Context: an optimization exercise on an open-source flow, tuned for small area, a short achievable clock period and few clock cycles per item. The choices shown serve that exercise and are no tape-out recipe.
In this exercise RTL edits were held to simulation tests only and were not proved equivalent to the original.
Power and IR drop assume default switching activity.

==> flow/design.v <==
module crsf_st(input [2:0] r, input b, output [3:0] o);
  function [3:0] f_st;
    input [3:0] s;
    case (s)
      4'b0000: f_st = 4'b0000;
      4'b0001: f_st = 4'b0001;
      4'b0010: f_st = 4'b0010;
      4'b0011: f_st = 4'b0011;
      4'b0100: f_st = 4'b0111;
      4'b0101: f_st = 4'b1000;
      4'b0110: f_st = 4'b1001;
      4'b0111: f_st = 4'b1010;
      4'b1110: f_st = 4'b1011;
      4'b1111: f_st = 4'b1111;
      default: f_st = 4'bxxxx;
    endcase
  endfunction
  assign o = f_st({r, b});
endmodule
module crsf_scale(input [15:0] v, output [10:0] Q, output [1:0] c);
  wire [15:0] n = {~v[15], v[14:0]};
  wire [2:0] r [0:13];
  wire [12:0] q;
  function [2:0] f_rk0;
    input [3:0] s;
    case (s)
      4'd0: f_rk0 = 3'b000;
      4'd1: f_rk0 = 3'b001;
      4'd2: f_rk0 = 3'b010;
      4'd3: f_rk0 = 3'b011;
      4'd4: f_rk0 = 3'b111;
      4'd5: f_rk0 = 3'b000;
      4'd6: f_rk0 = 3'b001;
      4'd7: f_rk0 = 3'b010;
      4'd8: f_rk0 = 3'b011;
      4'd9: f_rk0 = 3'b111;
      4'd10: f_rk0 = 3'b000;
      4'd11: f_rk0 = 3'b001;
      4'd12: f_rk0 = 3'b010;
      4'd13: f_rk0 = 3'b011;
      4'd14: f_rk0 = 3'b111;
      4'd15: f_rk0 = 3'b000;
      default: f_rk0 = 3'bxxx;
    endcase
  endfunction
  wire [2:0] rk0 = f_rk0(n[15:12]);
  assign r[0] = 3'b000;
  genvar g;
  generate for (g=0; g<13; g=g+1) begin : s
    wire [3:0] o; crsf_st u(.r(g == 4 ? rk0 : r[g]), .b(n[15-g]), .o(o));
    assign q[12-g] = o[3]; assign r[g+1] = o[2:0];
  end endgenerate
  function [2:0] f_rb;
    input [2:0] s;
    case (s)
      3'b000: f_rb = 3'd0;
      3'b001: f_rb = 3'd1;
      3'b010: f_rb = 3'd2;
      3'b011: f_rb = 3'd3;
      3'b111: f_rb = 3'd4;
      default: f_rb = 3'bxxx;
    endcase
  endfunction
  wire [2:0] rb = f_rb(r[13]);
  assign Q = q[10:0];
  wire [4:0] h = Q[10:6];
  function [5:0] f_th;
    input [4:0] s;
    case (s)
      5'd0: f_th = 6'd0;
      5'd1: f_th = 6'd2;
      5'd2: f_th = 6'd3;
      5'd3: f_th = 6'd5;
      5'd4: f_th = 6'd6;
      5'd5: f_th = 6'd8;
      5'd6: f_th = 6'd9;
      5'd7: f_th = 6'd11;
      5'd8: f_th = 6'd12;
      5'd9: f_th = 6'd14;
      5'd10: f_th = 6'd16;
      5'd11: f_th = 6'd17;
      5'd12: f_th = 6'd19;
      5'd13: f_th = 6'd20;
      5'd14: f_th = 6'd22;
      5'd15: f_th = 6'd23;
      5'd16: f_th = 6'd25;
      5'd17: f_th = 6'd27;
      5'd18: f_th = 6'd28;
      5'd19: f_th = 6'd30;
      5'd20: f_th = 6'd31;
      5'd21: f_th = 6'd32;
      5'd22: f_th = 6'd33;
      5'd23: f_th = 6'd35;
      5'd24: f_th = 6'd36;
      5'd25: f_th = 6'd38;
      default: f_th = 6'bxxxxxx;
    endcase
  endfunction
  wire [5:0] th = f_th(h);
  wire d = Q[5:0] < th;
  wire [6:0] S = {rb, n[2:0]} + h;
  wire c1 = d ? (S >= 7'd21) : (S >= 7'd20);
  wire c2 = d ? (S >= 7'd61) : (S >= 7'd60);
  assign c = {c2, c1 & ~c2};
endmodule
module crsf_encoder (
    input  wire         clk,
    input  wire         rst,         
    input  wire         in_valid,
    output wire         in_ready,
    input  wire [255:0] in_ch,       
    output wire         out_valid,
    input  wire         out_ready,
    output wire [207:0] out_frame    
);
    reg         valid;
    reg [175:0] q_reg;       
    reg [31:0]  c_reg;       
    wire [175:0] q_next;
    wire [31:0]  c_next;
    wire [175:0] payload;    
    genvar i;
    generate for (i = 0; i < 16; i = i + 1) begin : ch
        crsf_scale sc (.v(in_ch[16*i +: 16]), .Q(q_next[11*i +: 11]), .c(c_next[2*i +: 2]));
        assign payload[11*i +: 11] = q_reg[11*i +: 11] + {9'd43, c_reg[2*i +: 2]};
    end endgenerate
    assign in_ready = ~valid | out_ready;
    wire   take     = in_valid & in_ready;
    always @(posedge clk) begin
        if (rst)
            valid <= 1'b0;
        else if (take)
            valid <= 1'b1;
        else if (out_ready)
            valid <= 1'b0;
        if (take) begin
            q_reg <= q_next;
            c_reg <= c_next;
        end
    end
    wire [7:0] crc;
    wire x176 = payload[15] ^ payload[98];
    wire x177 = payload[38] ^ payload[121];
    wire x178 = payload[67] ^ payload[166];
    wire x179 = payload[86] ^ payload[169];
    wire x180 = payload[76] ^ payload[175];
    wire x181 = payload[87] ^ payload[170];
    wire x182 = x177 ^ x178;
    wire x183 = x179 ^ x181;
    wire x184 = x176 ^ x180;
    wire x185 = payload[20] ^ payload[119];
    wire x186 = payload[52] ^ payload[151];
    wire x187 = payload[100] ^ x183;
    wire x188 = payload[174] ^ x182;
    wire x189 = payload[71] ^ payload[154];
    wire x190 = payload[33] ^ payload[132];
    wire x191 = payload[1] ^ x187;
    wire x192 = payload[68] ^ payload[167];
    wire x193 = payload[24] ^ payload[123];
    wire x194 = payload[138] ^ x184;
    wire x195 = payload[66] ^ payload[165];
    wire x196 = payload[23] ^ payload[106];
    wire x197 = payload[8] ^ payload[107];
    wire x198 = payload[25] ^ payload[124];
    wire x199 = payload[0] ^ payload[99];
    wire x200 = payload[48] ^ payload[147];
    wire x201 = payload[70] ^ payload[153];
    wire x202 = payload[47] ^ payload[130];
    wire x203 = payload[55] ^ x194;
    wire x204 = payload[85] ^ payload[168];
    wire x205 = payload[32] ^ payload[131];
    wire x206 = payload[31] ^ payload[114];
    wire x207 = payload[56] ^ payload[155];
    wire x208 = payload[39] ^ payload[122];
    wire x209 = payload[46] ^ payload[129];
    wire x210 = payload[51] ^ payload[150];
    wire x211 = payload[16] ^ payload[115];
    wire x212 = payload[27] ^ payload[126];
    wire x213 = payload[54] ^ payload[137];
    wire x214 = payload[28] ^ payload[127];
    wire x215 = payload[40] ^ payload[139];
    wire x216 = payload[53] ^ payload[136];
    wire x217 = payload[2] ^ payload[101];
    wire x218 = payload[17] ^ payload[116];
    wire x219 = payload[41] ^ payload[140];
    wire x220 = payload[9] ^ payload[108];
    wire x221 = payload[22] ^ payload[105];
    wire x222 = payload[34] ^ payload[133];
    wire x223 = payload[75] ^ x188;
    wire x224 = payload[49] ^ payload[148];
    wire x225 = payload[26] ^ payload[125];
    wire x226 = payload[21] ^ payload[104];
    wire x227 = x220 ^ x222;
    wire x228 = payload[92] ^ x192;
    wire x229 = x197 ^ x225;
    wire x230 = x191 ^ x221;
    wire x231 = x212 ^ x218;
    wire x232 = x196 ^ x227;
    wire x233 = x204 ^ x206;
    wire x234 = x209 ^ x219;
    wire x235 = x200 ^ x210;
    wire x236 = x207 ^ x224;
    wire x237 = x190 ^ x198;
    wire x238 = x213 ^ x215;
    wire x239 = x199 ^ x205;
    wire x240 = x208 ^ x226;
    wire x241 = x211 ^ x230;
    wire x242 = x186 ^ x214;
    wire x243 = x216 ^ x236;
    wire x244 = x223 ^ x238;
    wire x245 = x185 ^ x234;
    wire x246 = x195 ^ x203;
    wire x247 = x201 ^ x233;
    wire x248 = payload[91] ^ x189;
    wire x249 = x193 ^ x202;
    wire x250 = payload[74] ^ payload[173];
    wire x251 = payload[43] ^ x240;
    wire x252 = payload[62] ^ x231;
    wire x253 = payload[6] ^ x217;
    wire x254 = payload[7] ^ x247;
    wire x255 = payload[58] ^ x239;
    wire x256 = payload[5] ^ payload[88];
    wire x257 = x228 ^ x252;
    wire x258 = x241 ^ x243;
    wire x259 = payload[4] ^ x249;
    wire x260 = payload[134] ^ x229;
    wire x261 = payload[77] ^ payload[160];
    wire x262 = payload[162] ^ x237;
    wire x263 = payload[60] ^ payload[159];
    wire x264 = payload[36] ^ payload[135];
    wire x265 = payload[18] ^ x242;
    wire x266 = payload[142] ^ x251;
    wire x267 = payload[10] ^ payload[109];
    wire x268 = x232 ^ x263;
    wire x269 = payload[128] ^ x244;
    wire x270 = payload[61] ^ x235;
    wire x271 = payload[35] ^ x260;
    wire x272 = payload[14] ^ payload[97];
    wire x273 = payload[64] ^ payload[163];
    wire x274 = payload[29] ^ payload[112];
    wire x275 = x246 ^ x271;
    wire x276 = x245 ^ x248;
    wire x277 = payload[37] ^ payload[120];
    wire x278 = payload[50] ^ payload[149];
    wire x279 = payload[89] ^ x253;
    wire x280 = payload[103] ^ x259;
    wire x281 = payload[63] ^ payload[146];
    wire x282 = x267 ^ x276;
    wire x283 = payload[144] ^ x270;
    wire x284 = payload[117] ^ x265;
    wire x285 = payload[12] ^ payload[111];
    wire x286 = x258 ^ x266;
    wire x287 = payload[42] ^ payload[141];
    wire x288 = payload[57] ^ payload[156];
    wire x289 = payload[44] ^ payload[143];
    wire x290 = payload[59] ^ payload[158];
    wire x291 = payload[72] ^ payload[171];
    wire x292 = payload[13] ^ payload[96];
    wire x293 = payload[45] ^ x269;
    wire x294 = payload[3] ^ payload[102];
    wire x295 = payload[11] ^ payload[110];
    wire x296 = payload[19] ^ payload[118];
    wire x297 = payload[30] ^ payload[113];
    wire x298 = payload[69] ^ payload[152];
    wire x299 = payload[73] ^ payload[172];
    wire x300 = payload[90] ^ x254;
    wire x301 = payload[78] ^ payload[161];
    wire x302 = payload[79] ^ x262;
    wire x303 = payload[157] ^ x255;
    wire x304 = payload[145] ^ x257;
    wire x305 = payload[65] ^ payload[164];
    wire x306 = x279 ^ x282;
    wire x307 = x261 ^ x264;
    wire x308 = x272 ^ x293;
    wire x309 = x274 ^ x281;
    wire x310 = x268 ^ x289;
    wire x311 = x256 ^ x275;
    wire x312 = x283 ^ x284;
    wire x313 = x292 ^ x297;
    wire x314 = x280 ^ x304;
    wire x315 = x285 ^ x287;
    wire x316 = x278 ^ x288;
    wire x317 = x250 ^ x277;
    wire x318 = x305 ^ x308;
    wire x319 = x295 ^ x298;
    wire x320 = x286 ^ x302;
    wire x321 = x299 ^ x303;
    wire x322 = x273 ^ x310;
    wire x323 = x291 ^ x294;
    wire x324 = x217 ^ x317;
    wire x325 = x300 ^ x318;
    wire x326 = x313 ^ x319;
    wire x327 = x311 ^ x320;
    wire x328 = x309 ^ x312;
    wire x329 = x301 ^ x321;
    wire x330 = x290 ^ x306;
    wire x331 = x307 ^ x314;
    wire x332 = x296 ^ x326;
    wire x333 = x316 ^ x323;
    assign crc[0] = ~(payload[93] ^ x179 ^ x192 ^ x199 ^ x202 ^ x211 ^ x212 ^ x240 ^ x244 ^ x247 ^ x261 ^ x272 ^ x275 ^ x282 ^ x298 ^ x315 ^ x328 ^ x333);
    assign crc[1] = ~(payload[94] ^ x178 ^ x189 ^ x201 ^ x203 ^ x215 ^ x219 ^ x220 ^ x235 ^ x242 ^ x274 ^ x286 ^ x287 ^ x329 ^ x331 ^ x332);
    assign crc[2] = ~(payload[91] ^ payload[95] ^ x196 ^ x204 ^ x205 ^ x209 ^ x223 ^ x231 ^ x249 ^ x283 ^ x289 ^ x290 ^ x294 ^ x297 ^ x301 ^ x324 ^ x327);
    assign crc[3] = ~(payload[80] ^ x180 ^ x183 ^ x206 ^ x208 ^ x221 ^ x224 ^ x229 ^ x239 ^ x279 ^ x284 ^ x293 ^ x302 ^ x322 ^ x331 ^ x333);
    assign crc[4] = (payload[81] ^ x176 ^ x185 ^ x186 ^ x191 ^ x195 ^ x200 ^ x216 ^ x226 ^ x232 ^ x237 ^ x248 ^ x256 ^ x273 ^ x277 ^ x280 ^ x288 ^ x296 ^ x315 ^ x325 ^ x329);
    assign crc[5] = ~(payload[82] ^ x182 ^ x213 ^ x222 ^ x228 ^ x250 ^ x291 ^ x292 ^ x303 ^ x305 ^ x327 ^ x330);
    assign crc[6] = ~(payload[83] ^ payload[92] ^ x177 ^ x184 ^ x190 ^ x193 ^ x197 ^ x207 ^ x218 ^ x241 ^ x264 ^ x285 ^ x295 ^ x299 ^ x300 ^ x322 ^ x328 ^ x330);
    assign crc[7] = ~(payload[84] ^ x181 ^ x198 ^ x210 ^ x214 ^ x225 ^ x243 ^ x245 ^ x246 ^ x268 ^ x278 ^ x281 ^ x304 ^ x324 ^ x325 ^ x332);
    assign out_valid = valid;
    assign out_frame = {crc, payload, 8'h16, 8'h18, 8'hEE};
endmodule
==> flow/flow/run.sh <==
#!/bin/bash
# Standard ORFS layout (standard.sh) with these changes:
#  - synthesis: no full/half-adder extraction (ADDER_MAP_FILE empty) and
#    an area-oriented abc mapping script (flow/synth.tcl, flow/abc.script);
#  - port buffers are buf_1 cells instead of the default clkdlybuf4s50_1;
#  - repair_timing aims for 11.8 ns of setup slack (SETUP_SLACK_MARGIN),
#    so the resizer shortens the critical paths below the 22 ns period.
# The output of every tool goes to standard.log here.
set -o pipefail
bash standard.sh ADDER_MAP_FILE= SYNTH_SCRIPT=$PWD/flow/synth.tcl \
  "BUFFER_PORTS_ARGS=-buffer_cell sky130_fd_sc_hd__buf_1" SETUP_SLACK_MARGIN=11.8 finish > standard.log 2>&1
==> flow/flow/abc.script <==
strash; dc2; strash; dch -f; amap
==> flow/flow/synth.tcl <==
# synth_recipe.tcl with one change: the technology-mapping abc call runs
# flow/abc.script (area-oriented mapping) instead of ORFS's abc_area or
# abc_speed script. Registers are mapped by dfflibmap before abc and keep
# the standard synthesis's names and cell types.
set my_abc_script [file join [file dirname [file normalize [info script]]] abc.script]
proc synth {args} { yosys synth -nofsm -noshare {*}$args }
proc abc {args} {
  set i [lsearch $args -script]
  if {$i >= 0} { lset args [expr {$i+1}] $::my_abc_script }
  yosys abc {*}$args
}
source $::env(SCRIPTS_DIR)/synth.tcl
# left out here: clear keep_hierarchy, flatten, clean up, hide names made inside functions, write 1_2_yosys.v
==> flow/standard.sh <==
#!/bin/bash
# synth_recipe.tcl (not shown) runs the flow's synth.tcl, then flattens the netlist and writes it again
# the make line also repeats each setting of config.mk as NAME=value (left out here)
make -C /OpenROAD-flow-scripts/flow DESIGN_CONFIG=/design/flow/config.mk WORK_HOME=/design/flow/orfs CLKGATE_MAP_FILE= SYNTH_SCRIPT=/design/flow/synth_recipe.tcl "${@:-finish}"
==> flow/config.mk <==
export PLATFORM = sky130hd
export DESIGN_NAME = crsf_encoder
export DESIGN_NICKNAME = crsf_encoder
export VERILOG_FILES = /design/flow/design.v
export SDC_FILE = /design/flow/constraint.sdc
export NUM_CORES = 4
export LEC_CHECK = 0
export CAP_MARGIN = 20
export CORE_MARGIN = 2
export CORE_UTILIZATION = 40
export CTS_BUF_LIST = sky130_fd_sc_hd__clkbuf_4
export SLEW_MARGIN = 20
==> flow/constraint.sdc <==
create_clock -name core_clock -period 22.0 [get_ports {clk}]
set_input_delay 4.4000 -clock core_clock [delete_from_list [all_inputs] [get_ports {clk}]]
set_output_delay 4.4000 -clock core_clock [all_outputs]
set_load 0.01 [all_outputs]
==> results of run 1 <==
[where the power goes]
| part | total (W) | leakage [nW] | internal, W | switching [W] |
|---|---|---|---|---|
| clock | 0.000395 | 0.480 | 0.000206 | 0.000189 |
| sequential | 0.000633 | 2.03 | 0.000591 | 0.0000426 |
| combinational | 0.00358 | 8.11 | 0.00120 | 0.00239 |
| total | 0.00461 | 10.6 | 0.00199 | 0.00262 |
[final cells by class]
class | instances | area share (%)
Tap cell | 837 | 3.43
Timing Repair Buffer | 501 | 6.92
Clock buffer | 87 | 2.14
Multi-Input combinational cell | 3183 | 58.0
Clock inverter | 22 | 0.459
Antenna cell | 2 | 0.0164
Sequential cell | 209 | 20.5
Inverter | 693 | 8.52
[worst max path at each step]
stage                             start                  end  slack [ns]  depth (start not counted)
global placement             in_ch[173]  c_reg[20]$_DFFE_PP_       11.04                         43
CTS                 q_reg[88]$_DFFE_PP_       out_frame[202]       11.77                         33
detailed placement           in_ch[173]  c_reg[20]$_DFFE_PP_       10.88                         43
finish              c_reg[13]$_DFFE_PP_       out_frame[200]       12.19                         28
global route                  in_ch[94]  c_reg[10]$_DFFE_PP_       11.65                         45
floorplan                    in_ch[111]  c_reg[12]$_DFFE_PP_       11.81                         39
[kinds of logic after synthesis]
group	after synthesis
simple gates	1477
xor+xnor	11
flops	209
other cells	2
buf+inv	717
compound gates	1671
[worst max-delay path, delay by kind of cell, from the launching register on]
family / cells / cell delay (ns)
simple gates: 11 / 1.17
buf+inv: 6 / 0.84
compound gates: 10 / 1.95
flops: 1 / 0.39
xor+xnor: 1 / 0.28
[per-layer routing]
| metal | GRT usage (%) | vias up |
|---|---|---|
| li1 | - | 15635 |
| met1 | 32.4 | 12831 |
| met2 | 41.3 | 698 |
| met3 | 5.43 | 145 |
| met4 | 9.26 | 0 |
| met5 | 0 | - |
[cell usage in the layout, fill, tap and decap left out, types with 11 or more instances in the layout]
cell type / n
a211o_1: 18
a211oi_1: 20
a211oi_2: 26
a21o_1: 26
a21oi_1: 358
a21oi_2: 90
a22oi_1: 26
a31oi_1: 39
and2_0: 12
buf_1: 432
buf_4: 55
clkbuf_2: 11
clkbuf_4: 87
clkinv_1: 677
conb_1: 24
edfxtp_1: 208
inv_2: 32
nand2_1: 514
nand2_2: 12
nand3_1: 15
nor2_1: 692
nor2_2: 51
nor2b_1: 21
nor3_1: 60
o211ai_1: 66
o21a_1: 71
o21ai_0: 416
o21ai_1: 122
o21ai_2: 70
o21ai_4: 12
o21bai_1: 18
o221ai_1: 20
o22ai_1: 116
o22ai_2: 23
o22ai_4: 15
or2_0: 37
[repair_timing]
action | in CTS | in global routing
gates resized for setup | 45 | 608
buffers inserted | 0 | 45
setup endpoints to repair | 12 | 40
pin swaps | 0 | 48
[through the flow]
| stage | hold WS (ns) | util [%] | setup WS [ns] | power [W] | cell area [µm²] |
|---|---|---|---|---|---|
| 6_report | 0.656 | 49.5 | 12.19 | 0.00461 | 30500 |
| 3_3_place_gp | 0.646 | 44.8 | 11.04 | 0.00374 | 27600 |
| 3_5_place_dp | 0.657 | 44.8 | 10.88 | 0.00377 | 27600 |
| 4_1_cts | 0.665 | 46.2 | 11.77 | 0.00422 | 28500 |
| 5_1_grt | 0.718 | 49.5 | 11.65 | 0.00508 | 30500 |
| 2_1_floorplan | 0.661 | - | 11.81 | 0.00284 | 25000 |
==> results.json, run 1 <==
{
  "status": "finished clean",
  "dp.cells": 5378,
  "dp_hpwl_mm": 70.9,
  "hold_class": "flop to flop",
  "peakVddDrop_mv": 0.0992,
  "synthFlopType": "edfxtp_1",
  "yosysMostFrequentCell": "nor2_1",
  "syn_area_per_cell_um2": 6.10,
  "initial_core_util_pct": 40.4,
  "cts.path.max_buffers": 3,
  "route.met3.wl_mm": 6.05,
  "cts.sinks": 209,
  "wl_met2_mm": 39.3,
  "ys_seq_area_share_pct": 25.1,
  "r2r-end": "q_reg[120]$_DFFE_PP_",
  "vias": 29309,
  "largest_reg_flops": 176,
  "holdPathEnd": "valid$_SDFFE_PP0P_",
  "dr.pass1.iters": 6,
  "max_clock_freq_mhz": 102,
  "synth_cell_types": 56,
  "ios": 470,
  "met1_length_mm": 38.2,
  "fp.dieArea_um2": 64300,
  "area_growth_pct": 22.4,
  "htree_num_levels": 3,
  "row_count": 91,
  "coreArea_um2": 61700,
  "die_height_um": 254,
  "slew_viol_final": 0,
  "root_buffer": "clkbuf_4",
  "cap_viol_max_count": 0,
  "port_buffers": 445,
  "endpoint_kind": "primary output",
  "reg2regPathDepth": 4,
  "p_leak_nw": 10.6,
  "grt_pass1_vias": 24495,
  "min_path_cells": 3,
  "cts_tree": "done",
  "final_antenna_net_count": 0,
  "dieWidth_um": 254,
  "clk-insertion-delay-late_ns": 0.76,
  "hold_buffers": 0,
  "slew_headroom_pct": 27.7,
  "power_per_cell_area_nw_per_um2": 151,
  "hp-start": "valid$_SDFFE_PP0P_",
  "synth_top_family_by_area": "compound AO/OA/AOI/OAI gates",
  "place_congestion": 0.920,
  "synth-simple-area-share_pct": 24.0,
  "drive_above_1_share_pct": 11.7,
  "grt_pass1_wl_mm": 127,
  "cts_made_buffers": 66,
  "arrival_ns": 5.41,
  "yosys-top-cells-count": "745 x nor2_1, 693 x clkinv_1, 620 x o21ai_0",
  "fin_skew_ns": 0.0351,
  "fin_setup_tns_ns": 0,
  "finalHoldViolations": 0,
  "gr-total-overflow": 0,
  "cp_max_fo": 4,
  "worst_setup_path_start_kind": "flop",
  "crit_slowest_cell": "o21ai_1",
  "netlist_instances": 4087,
  "synth_top_area_share_pct": 25.1,
  "rr_startpoint": "valid$_SDFFE_PP0P_",
  "final_cells": 5534,
  "async_reset_ff_share_pct": 0,
  "clkTransAtPathRegs_ns": 0.06,
  "ys_ff_latch": 209,
  "drc": 0,
  "synth_xor_area_share_pct": 0.386,
  "crit_type": "flop to primary output",
  "required_ns": 17.60,
  "top_layer": "met4",
  "synth_compound_area_share_pct": 39.3,
  "synthMuxAreaShare_pct": 0,
  "via_per_inst": 5.30,
  "grtUsageTotal_pct": 25.2,
  "drt_iter0_markers": 1560,
  "min_period_ns": 9.81,
  "routed_wl_mm": 86.5,
  "synth_adder_area_share_pct": 0,
  "register_area_um2": 6270,
  "setup_violations": 0,
  "synth_edf_count": 208,
  "fillers": 6529,
  "slowest_delay_ns": 0.44,
  "grt_setup_unrepaired": "yes",
  "layout.nets": 4914,
  "rrSetupSlack_ns": 18.88,
  "worst_slew_pin_slew_ns": 1.07,
  "yosys_warnings": 3,
  "netlist_top_cells_area": "edfxtp_1 25%, o21ai_0 12%, nor2_1 11%, clkinv_1 10%, a21oi_1 9.1%",
  "antenna_found_initial": 1,
  "grt_max_degree": 77,
  "syn_area_um2": 24900,
  "wl_per_cell_um": 15.6,
  "synth_top_area_cell": "edfxtp_1",
  "finalCritPeriodShare_pct": 44.6,
  "multi_input_area_um2": 17700
}
Testbench counts, summed over its fixed seeds: cycles 2,056, frames 2,048.
==> run 2: changes to the inputs <==
--- a/flow/config.mk
+++ b/flow/config.mk
@@ -7,6 +7,6 @@
 export LEC_CHECK = 0
 export CAP_MARGIN = 20
 export CORE_MARGIN = 2
-export CORE_UTILIZATION = 40
+export CORE_UTILIZATION = 50
 export CTS_BUF_LIST = sky130_fd_sc_hd__clkbuf_4
 export SLEW_MARGIN = 20
==> run 2 against run 1 <==
Area after synthesis unchanged. Clock power down 9.4%. Final area is 2.6% lower. Setup slack lost 0.051 ns. Die area decreased by 20%. Sequential share of layout area rose by 0.54 points. Global-route usage rose by 4.2 points. Non-clock buffer count is 16 lower. Combinational power is 3% lower. Fmax down 0.52%. Sequential cell count is the same. Clock-buffer cell count is 2 higher.
==> results.json, run 2 <==
{
  "cts_tree": "done",
  "cap_viol_max_count": 0,
  "crit_slowest_cell": "edfxtp_1",
  "slowest_delay_ns": 0.38,
  "ios": 470,
  "fin_skew_ns": 0.0482,
  "antenna_found_initial": 3,
  "p_leak_nw": 10.4,
  "design_area_um2": 29700,
  "root_buffer": "clkbuf_4",
  "required_ns": 17.60,
  "dp_hpwl_mm": 67.2,
  "syn_area_per_cell_um2": 6.10,
  "p_int_w": 0.00192,
  "dr.pass1.iters": 5,
  "cts.path.max_buffers": 3,
  "final_antenna_net_count": 0,
  "multi_input_area_um2": 17300,
  "fillers": 4968,
  "syn_area_um2": 24900,
  "clkTransAtPathRegs_ns": 0.08,
  "area_growth_pct": 19.3,
  "power_frac_seq_pct": 14.1,
  "p_sw_w": 0.00255,
  "wl_per_cell_um": 15.2,
  "slew_viol_final": 0,
  "setup_slack_ns": 12.14,
  "hold_class": "flop to flop",
  "netSwitchingFraction_pct": 57.0,
  "postPlaceCellArea_um2": 27400,
  "mostFrequentLayoutCells": "691 x nor2_1, 684 x clkinv_1, 521 x nand2_1, 439 x o21ai_0, 435 x buf_1",
  "max_clock_freq_mhz": 101,
  "row_count": 81,
  "initial_core_util_pct": 50.8,
  "grtUsageTotal_pct": 29.4,
  "fin_util_pct": 60.6,
  "fp.dieArea_um2": 51700,
  "ys_seq_area_share_pct": 25.1,
  "slew_headroom_pct": 27.3,
  "min_period_ns": 9.86,
  "pre_cts_slack_ns": 10.83,
  "layout_commonest_cell": "nor2_1",
  "drive_above_1_share_pct": 9.80,
  "grt_setup_unrepaired": "yes",
  "netlist_top_cells_area": "edfxtp_1 25%, o21ai_0 12%, nor2_1 11%, clkinv_1 10%, a21oi_1 9.1%",
  "clock_power_share_pct": 8.0,
  "peakVddDrop_mv": 0.120,
  "power_frac_comb_pct": 77.9,
  "synth_edf_count": 208,
  "grt_pass1_wl_mm": 119,
  "finalHoldViolations": 0,
  "clk-insertion-delay-late_ns": 0.81,
  "worst_slew_pin_slew_ns": 1.08,
  "synthFlopType": "edfxtp_1",
  "path_buf_inv": 9,
  "crit_type": "flop to primary output",
  "place_congestion": 0.918,
  "via_per_inst": 5.48,
  "fin_setup_tns_ns": 0,
  "yosys-top-cells-count": "745 x nor2_1, 693 x clkinv_1, 620 x o21ai_0",
  "htree_num_levels": 2,
  "arrival_ns": 5.46,
  "vias": 29287,
  "finalCritPeriodShare_pct": 44.8,
  "endpoint_kind": "primary output",
  "gr-total-overflow": 0,
  "synth_top_area_share_pct": 25.1,
  "async_reset_ff_share_pct": 0,
  "routed_wl_mm": 81.0,
  "synth_cell_types": 56,
  "cts_made_buffers": 59,
  "worst_setup_path_start_kind": "flop",
  "yosysMostFrequentCell": "nor2_1",
  "drt_iter0_markers": 1774,
  "grt_pass1_vias": 23918,
  "coreArea_um2": 49100,
  "layout.nets": 4891,
  "largest_reg_flops": 176,
  "dieWidth_um": 227,
  "netlist_instances": 4087,
  "die_height_um": 227,
  "fin_total_pwr_w": 0.00447,
  "synth_top_area_cell": "edfxtp_1",
  "grt_max_degree": 77,
  "cp_max_fo": 4,
  "port_buffers": 445,
  "setup_violations": 0,
  "power_per_cell_area_nw_per_um2": 150,
  "yosys_warnings": 3,
  "cts.sinks": 209,
  "register_area_um2": 6270,
  "drc": 0,
  "cp_top_family": "compound AO/OA/AOI/OAI gates",
  "ys_ff_latch": 209,
  "status": "finished clean"
}
[run 2: worst paths after layout]
kind	startpoint	endpoint	slack (ns)	cells after the start
worst min register to register	valid$_SDFFE_PP0P_	valid$_SDFFE_PP0P_	0.66	3
worst min-delay path	valid$_SDFFE_PP0P_	valid$_SDFFE_PP0P_	0.66	3
worst max register to register	valid$_SDFFE_PP0P_	q_reg[140]$_DFFE_PP_	19.32	4
worst max-delay path	c_reg[4]$_DFFE_PP_	out_frame[207]	12.14	32
[run 2: what timing repair did]
item	4_1_cts	5_1_grt
setup endpoints to repair	10	40
gates resized for setup	30	504
cloned	0	0
pin swaps	0	33
hold buffers	0	0
setup buffers	0	31
[run 2: cell type report]
type | count | area share [%]
antenna | 5 | 0.0421
clock buffer | 89 | 2.25
clock inverter | 16 | 0.248
inverter | 693 | 8.75
multi-input combinational | 3183 | 58.2
sequential | 209 | 21.1
tap | 664 | 2.79
timing repair buffer | 485 | 6.66
[run 2: cell families (layout without fill, tap and decap cells)]
| kind of cell | Yosys count | after routing | share of synthesized area (%) |
|---|---|---|---|
| flip-flops | 209 | 209 | 25.1 |
| buffers and inverters | 717 | 1283 | 11.2 |
| AND/OR/NAND/NOR | 1477 | 1477 | 24.0 |
| AO/OA/AOI/OAI | 1671 | 1671 | 39.3 |
| other | 2 | 29 | 0.0301 |
| XOR/XNOR | 11 | 11 | 0.386 |
[run 2: per-stage QoR]
step	instances	hold slack (ns)
final	5344	0.660
after global routing	5342	0.721
after CTS	5307	0.667
after detailed placement	5202	0.656
after global placement	5202	0.654
after floorplan	4109	0.661
[run 2: metal layers]
metal | vias to the layer above | track usage (%) | wire length, µm
met5 | - | 0 | 0
met4 | 0 | 9.59 | 2660
met3 | 125 | 6.31 | 6900
met2 | 787 | 47.9 | 36400
met1 | 12756 | 38.9 | 35100
li1 | 15619 | - | -
[run 2: power by group through the flow]
stage               logic, W  clock network (W)  registers [W]
floorplan            0.00221                  0       0.000629
global placement     0.00306                  0       0.000635
detailed placement   0.00309                  0       0.000637
CTS                  0.00312           0.000367       0.000630
global route         0.00386           0.000390       0.000643
finish               0.00348           0.000358       0.000632
[run 2: worst min-delay path, cell delays in order, from the launching register on]
cell     delay [ns]
dfxtp_1        0.31
nor2b_1        0.17
nor2_1         0.10
nor2_1         0.04

-- what the ideal ports hide --
The results above use ideal ports. As a check the final layouts listed here were re-extracted and re-timed, cells and wires unchanged.
Step 1 assumes that a clkbuf_16 drives the clock port and a buf_2 every other input.
Step 2 adds t to the input delays and takes it off the output delays; t is the mean of the earliest and latest rising clock arrival at the registers after step 1. Input paths then give back, and output paths get back, about the clock's delay inside the block.
a / b / c = ideal ports / drivers / drivers and shift; a / b = the first two.
run	t (ns)	setup WS [ns]	worst data-port slew with drivers (ns)
run 1	0.811	12.189 / 12.135 / 11.443	0.09
run 2	0.839	12.138 / 12.084 / 11.467	0.08
After both steps every run listed still meets setup and hold. For run 1, which loses most, drivers alone change the setup slack by -0.054 ns; drivers and shift together by -0.746 ns.
